Source: an optimization exercise on an open RTL-to-GDS flow (aim: small area, a short achievable clock period and few clock cycles per item). Production flows keep margins and buffers that such runs may drop. Where RTL was checked, it was by simulation tests only, not by an equivalence proof against the original.

==> branch cedar: inputs <==
==> flow/design.v (excerpt) <==
module aes_ecb_core (
  input              clk,
  input              rst,         
  input              key_load,    
  input      [1:0]   key_len,
  input      [255:0] key_in,
  input              blk_start,   
  input              decrypt,     
  input      [127:0] blk_in,
  output             ready,
  output reg         done,        
  output     [127:0] blk_out
);
  reg          ph;        
  reg  [1:0]   klen;      
  reg  [255:0] k0;        
  reg          k0x;       
  reg  [255:0] ke;        
  reg          kev;       
  reg  [127:0] ib;
  reg          ibv;
  reg          ibdec;
  reg  [127:0] x, y, ob;
  reg          xv, yv;
  reg  [127:0] rk;        
  reg          sdec;      
  reg          slast;     
  reg  [1:0]   sdec_p;    
  reg  [1:0]   sdec_n;    
  reg          slast_p;   
  reg          slast_n;   
  reg  [255:0] kr;        
  reg  [31:0]  ks;        
  reg  [31:0]  kt;        
  reg  [24:0]  kctl;      
  reg  [3:0]   kn;        
  reg          pact;      
  reg          kext;      
  reg          kprep;     
  reg          pdec;      
  reg  [1:0]   pklen;
  reg          ecap;      
  reg          jstart;    
  wire [3:0] knr = (klen == 2'd0) ? 4'd10 : (klen == 2'd1) ? 4'd12 : 4'd14;
  wire [3:0] pnr = (pklen == 2'd0) ? 4'd10 : (pklen == 2'd1) ? 4'd12 : 4'd14;
  wire       last_n = (kn == (pdec ? 4'd0 : pnr));    
  wire [31:0]  t;
  wire [127:0] nw;
  aes_key_sub  u_ksub (.sin(ks), .rot(kctl[8]), .rcon(kctl[7:0]), .t(t));
  aes_key_step u_kstp (.r(kr), .t(kt), .ctl(kctl), .nw(nw));
  wire [255:0] kr_next = {kr[127:0], nw};
  wire [127:0] s1, s2, u;
  ...
clock: 11.0 ns
lec_check: 0
cap_margin: 20
core_margin: 2
core_utilization: 40
place_density: 0.55
slew_margin: 20
synth_hierarchical: 1
run.sh (not shown) runs the stock make flow with config.mk's settings and CLKGATE_MAP_FILE= SYNTH_SCRIPT=/design/flow/synth_recipe.tcl, a recipe that flattens the netlist after the stock synthesis.
==> branch violet: changes against branch cedar <==
--- a/flow/design.v
+++ b/flow/design.v
@@ -312,29 +312,32 @@
   aes_x8 u_q2 (.a(a3), .b(p01), .y(q2));
   aes_x8 u_q3 (.a(a0), .b(p12), .y(q3));
   aes_x8 u_y0 (.a(q0), .b(x0), .y(y0));
   aes_x8 u_y1 (.a(q1), .b(x1), .y(y1));
   aes_x8 u_y2 (.a(q2), .b(x2), .y(y2));
   aes_x8 u_y3 (.a(q3), .b(x3), .y(y3));
 endmodule
-module aes_corr (
+module aes_p_col (
   input  [7:0] a0, a1, a2, a3,
-  output [7:0] w, z
+  input        dec,
+  output [7:0] y0, y1, y2, y3
 );
-  function [7:0] m4(input [7:0] a);    
-    m4 = {a[5:0], 2'b00} ^ (a[7] ? 8'h36 : 8'h00) ^ (a[6] ? 8'h1b : 8'h00);
-  endfunction
-  function [7:0] m8(input [7:0] a);    
-    m8 = {a[4:0], 3'b000} ^ (a[7] ? 8'h6c : 8'h00) ^ (a[6] ? 8'h36 : 8'h00) ^ (a[5] ? 8'h1b : 8'h00);
-  endfunction
-  wire [7:0] e = a0 ^ a2;
-  wire [7:0] f = a1 ^ a3;
-  wire [7:0] s8 = m8(e ^ f);
-  assign w = s8 ^ m4(e);
-  assign z = s8 ^ m4(f);
+  wire [7:0] e, f, e2, f2, e4, f4;
+  aes_x8 u_e (.a(a0), .b(a2), .y(e));
+  aes_x8 u_f (.a(a1), .b(a3), .y(f));
+  aes_xt u_e2 (.a(e), .y(e2));
+  aes_xt u_e4 (.a(e2), .y(e4));
+  aes_xt u_f2 (.a(f), .y(f2));
+  aes_xt u_f4 (.a(f2), .y(f4));
+  wire [7:0] u = e4 & {8{dec}};
+  wire [7:0] v = f4 & {8{dec}};
+  aes_x8 u_y0 (.a(a0), .b(u), .y(y0));
+  aes_x8 u_y1 (.a(a1), .b(v), .y(y1));
+  aes_x8 u_y2 (.a(a2), .b(u), .y(y2));
+  aes_x8 u_y3 (.a(a3), .b(v), .y(y3));
 endmodule
 module aes_round_pre (
   input  [127:0] st_in,
   input          enc,
   output [127:0] u
 );
   genvar i;
@@ -359,48 +362,47 @@
       aes_sbox u_sbox (.x(u[127-8*i -: 8]), .y(sy[127-8*i -: 8]));
     end
   endgenerate
 endmodule
 module aes_round2 (
   input  [127:0] sy,
   input  [127:0] rkey,
-  input  [3:0]   dec,
-  input  [1:0]   last,
+  input          enc,
+  input          last,
   output [127:0] st_out
 );
   function [7:0] inv_aff(input [7:0] b);
     inv_aff = {b[6:0], b[7]} ^ {b[4:0], b[7:5]} ^ {b[1:0], b[7:2]} ^ 8'h05;
   endfunction
   wire [127:0] sb;     
   wire [127:0] ark;    
   wire [127:0] y;      
+  wire [127:0] m;      
   wire [127:0] mc;
-  wire [127:0] kk;     
-  wire [127:0] mk;
+  wire [127:0] mk;     
   genvar i;
   generate
     for (i = 0; i < 16; i = i + 1) begin : g_byte
-      localparam integer C = i / 4;
-      assign sb[127-8*i -: 8] = dec[C] ? inv_aff(sy[127-8*i -: 8]) : sy[127-8*i -: 8];
+      assign sb[127-8*i -: 8] = enc ? sy[127-8*i -: 8] : inv_aff(sy[127-8*i -: 8]);
       aes_x8 u_ark (.a(sb[127-8*i -: 8]), .b(rkey[127-8*i -: 8]), .y(ark[127-8*i -: 8]));
-      assign y[127-8*i -: 8] = dec[C] ? ark[127-8*i -: 8] : sb[127-8*i -: 8];
-      aes_x8 u_mk (.a(mc[127-8*i -: 8]), .b(kk[127-8*i -: 8]), .y(mk[127-8*i -: 8]));
-      assign st_out[127-8*i -: 8] = last[C / 2] ? ark[127-8*i -: 8] : mk[127-8*i -: 8];
+      assign y[127-8*i -: 8] = enc ? sb[127-8*i -: 8] : ark[127-8*i -: 8];
+      aes_x8 u_mk (.a(mc[127-8*i -: 8]), .b(rkey[127-8*i -: 8] & {8{enc}}), .y(mk[127-8*i -: 8]));
     end
     for (i = 0; i < 4; i = i + 1) begin : g_mix
-      wire [7:0] w, z;
-      aes_corr u_corr (.a0(y[127-32*i -: 8]), .a1(y[119-32*i -: 8]),
-                       .a2(y[111-32*i -: 8]), .a3(y[103-32*i -: 8]), .w(w), .z(z));
-      assign kk[127-32*i -: 32] = dec[i] ? {w, z, w, z} : rkey[127-32*i -: 32];
-      aes_mc_col u_mc (.a0(y[127-32*i -: 8]), .a1(y[119-32*i -: 8]),
-                       .a2(y[111-32*i -: 8]), .a3(y[103-32*i -: 8]),
+      aes_p_col u_p (.a0(y[127-32*i -: 8]), .a1(y[119-32*i -: 8]),
+                     .a2(y[111-32*i -: 8]), .a3(y[103-32*i -: 8]), .dec(~enc),
+                     .y0(m[127-32*i -: 8]), .y1(m[119-32*i -: 8]),
+                     .y2(m[111-32*i -: 8]), .y3(m[103-32*i -: 8]));
+      aes_mc_col u_mc (.a0(m[127-32*i -: 8]), .a1(m[119-32*i -: 8]),
+                       .a2(m[111-32*i -: 8]), .a3(m[103-32*i -: 8]),
                        .y0(mc[127-32*i -: 8]), .y1(mc[119-32*i -: 8]),
                        .y2(mc[111-32*i -: 8]), .y3(mc[103-32*i -: 8]));
     end
   endgenerate
+  assign st_out = last ? ark : mk;
 endmodule
 module aes_key_ctl (
   input             dec,
   input      [1:0]  klen,
   input      [3:0]  rnd,
   output reg [24:0] ctl
 );
@@ -622,42 +624,36 @@
   reg          ibv;
   reg          ibdec;
   reg  [127:0] x, y, ob;
   reg          xv, yv;
   reg  [127:0] rk;        
   reg          sdec;      
   reg          slast;     
-  reg  [1:0]   sdec_p;    
-  reg  [1:0]   sdec_n;    
-  reg          slast_p;   
-  reg          slast_n;   
   reg  [255:0] kr;        
   reg  [31:0]  ks;        
   reg  [31:0]  kt;        
   reg  [24:0]  kctl;      
   reg  [3:0]   kn;        
   reg          pact;      
   reg          kext;      
   reg          kprep;     
   reg          pdec;      
   reg  [1:0]   pklen;
   reg          ecap;      
   reg          jstart;    
   wire [3:0] knr = (klen == 2'd0) ? 4'd10 : (klen == 2'd1) ? 4'd12 : 4'd14;
   wire [3:0] pnr = (pklen == 2'd0) ? 4'd10 : (pklen == 2'd1) ? 4'd12 : 4'd14;
-  wire       last_n = (kn == (pdec ? 4'd0 : pnr));    
   wire [31:0]  t;
   wire [127:0] nw;
   aes_key_sub  u_ksub (.sin(ks), .rot(kctl[8]), .rcon(kctl[7:0]), .t(t));
   aes_key_step u_kstp (.r(kr), .t(kt), .ctl(kctl), .nw(nw));
   wire [255:0] kr_next = {kr[127:0], nw};
   wire [127:0] s1, s2, u;
   aes_round1 u_r1 (.u(x), .sy(s1));
-  aes_round2 u_r2 (.sy(y), .rkey(rk), .dec({sdec_p[0], ~sdec_n[0], sdec_p[1], ~sdec_n[1]}),
-                   .last({slast_p, ~slast_n}), .st_out(s2));
+  aes_round2 u_r2 (.sy(y), .rkey(rk), .enc(~sdec), .last(slast), .st_out(s2));
   aes_round_pre u_pre (.st_in((go_a | go_b) ? (ib ^ rk0) : s2),
                        .enc((go_a | go_b) ? ~ibdec : ~sdec), .u(u));
   wire [127:0] rk0 = ibdec ? {ke[159:128], ke[191:160], ke[223:192], ke[255:224]} : k0[255:128];
   wire kfree   = ~kext & ~kprep & (~pact | slast);
   wire can_go  = ~ph & kfree & ibv;
   wire go_ext  = can_go & ~k0x;
   wire go_prep = can_go & k0x & ibdec & ~kev;
@@ -688,19 +684,15 @@
     kt <= t;
     ks <= ks_n;
     kctl <= kctl_n;
     if (fin) ob <= s2;
     if (ph) begin
       rk    <= pdec ? {kr[31:0], kr[63:32], kr[95:64], kr[127:96]} : kr[127:0];
       sdec  <= pdec;
-      slast <= last_n;
-      sdec_p  <= {pdec, pdec_n};
-      sdec_n  <= {~pdec, ~pdec_n};
-      slast_p <= last_n;
-      slast_n <= ~last_n;
+      slast <= (kn == (pdec ? 4'd0 : pnr));
     end
   end
   always @(posedge clk) begin
     if (rst) begin
       ph     <= 1'b0;
       xv     <= 1'b0;
       yv     <= 1'b0;
==> comparison table <==
quantity	branch cedar	branch violet
Layout clock buffers	231	238
Core box area	293100 um^2	290300 um^2
Multi-input gate area	70530 um^2	69400 um^2
Result of the run	complete, no violations	complete, no violations
Layout buffering overhead excluding clock cells	0.04940	0.04887
CP endpoint	ks[7]$_DFF_P_	ready
Non-filler instance count after layout	15291	15381
Arrival time of the worst setup path	7.57 ns	4.72 ns
FF-to-FF Start	slast_p$_DFFE_PP_	sdec$_DFFE_PP_
Grt met2 use	0.4632	0.4614
Via count	85980	85138
Maximum net fanout on the critical path	183	39
Die outline width	546.1 um	543.8 um
Delay of the slowest cell on the worst path	0.63 ns	0.93 ns
Testbench counts of branch violet, summed over its fixed seeds: cycles 16,253, items 1,080.
The RTL of branch cedar was laid out without a check of its function.

==> what the ideal ports hide <==
Ports are ideal in the flow. The routed layouts listed here were re-timed in OpenROAD.
Step 1 assumes that a clkbuf_16 drives the clock port and a buf_2 every other input.
Step 2 also shifts input and output timing later by t, the mid clock arrival at the registers, as if the neighbouring blocks saw the same clock.
a / b / c = ideal / step 1 / step 2; a / b = the first two.
run	shift t [ns]	setup WS [ns]	slew at the worst register clock pin (ns)	cell pins on the clock port's net
branch cedar	0.976	4.214 / 4.139 / 4.214	0.07 / 0.07	1
branch violet	0.969	4.083 / 3.978 / 4.362	0.07 / 0.07	1
After both steps setup and hold are still met in every run listed.
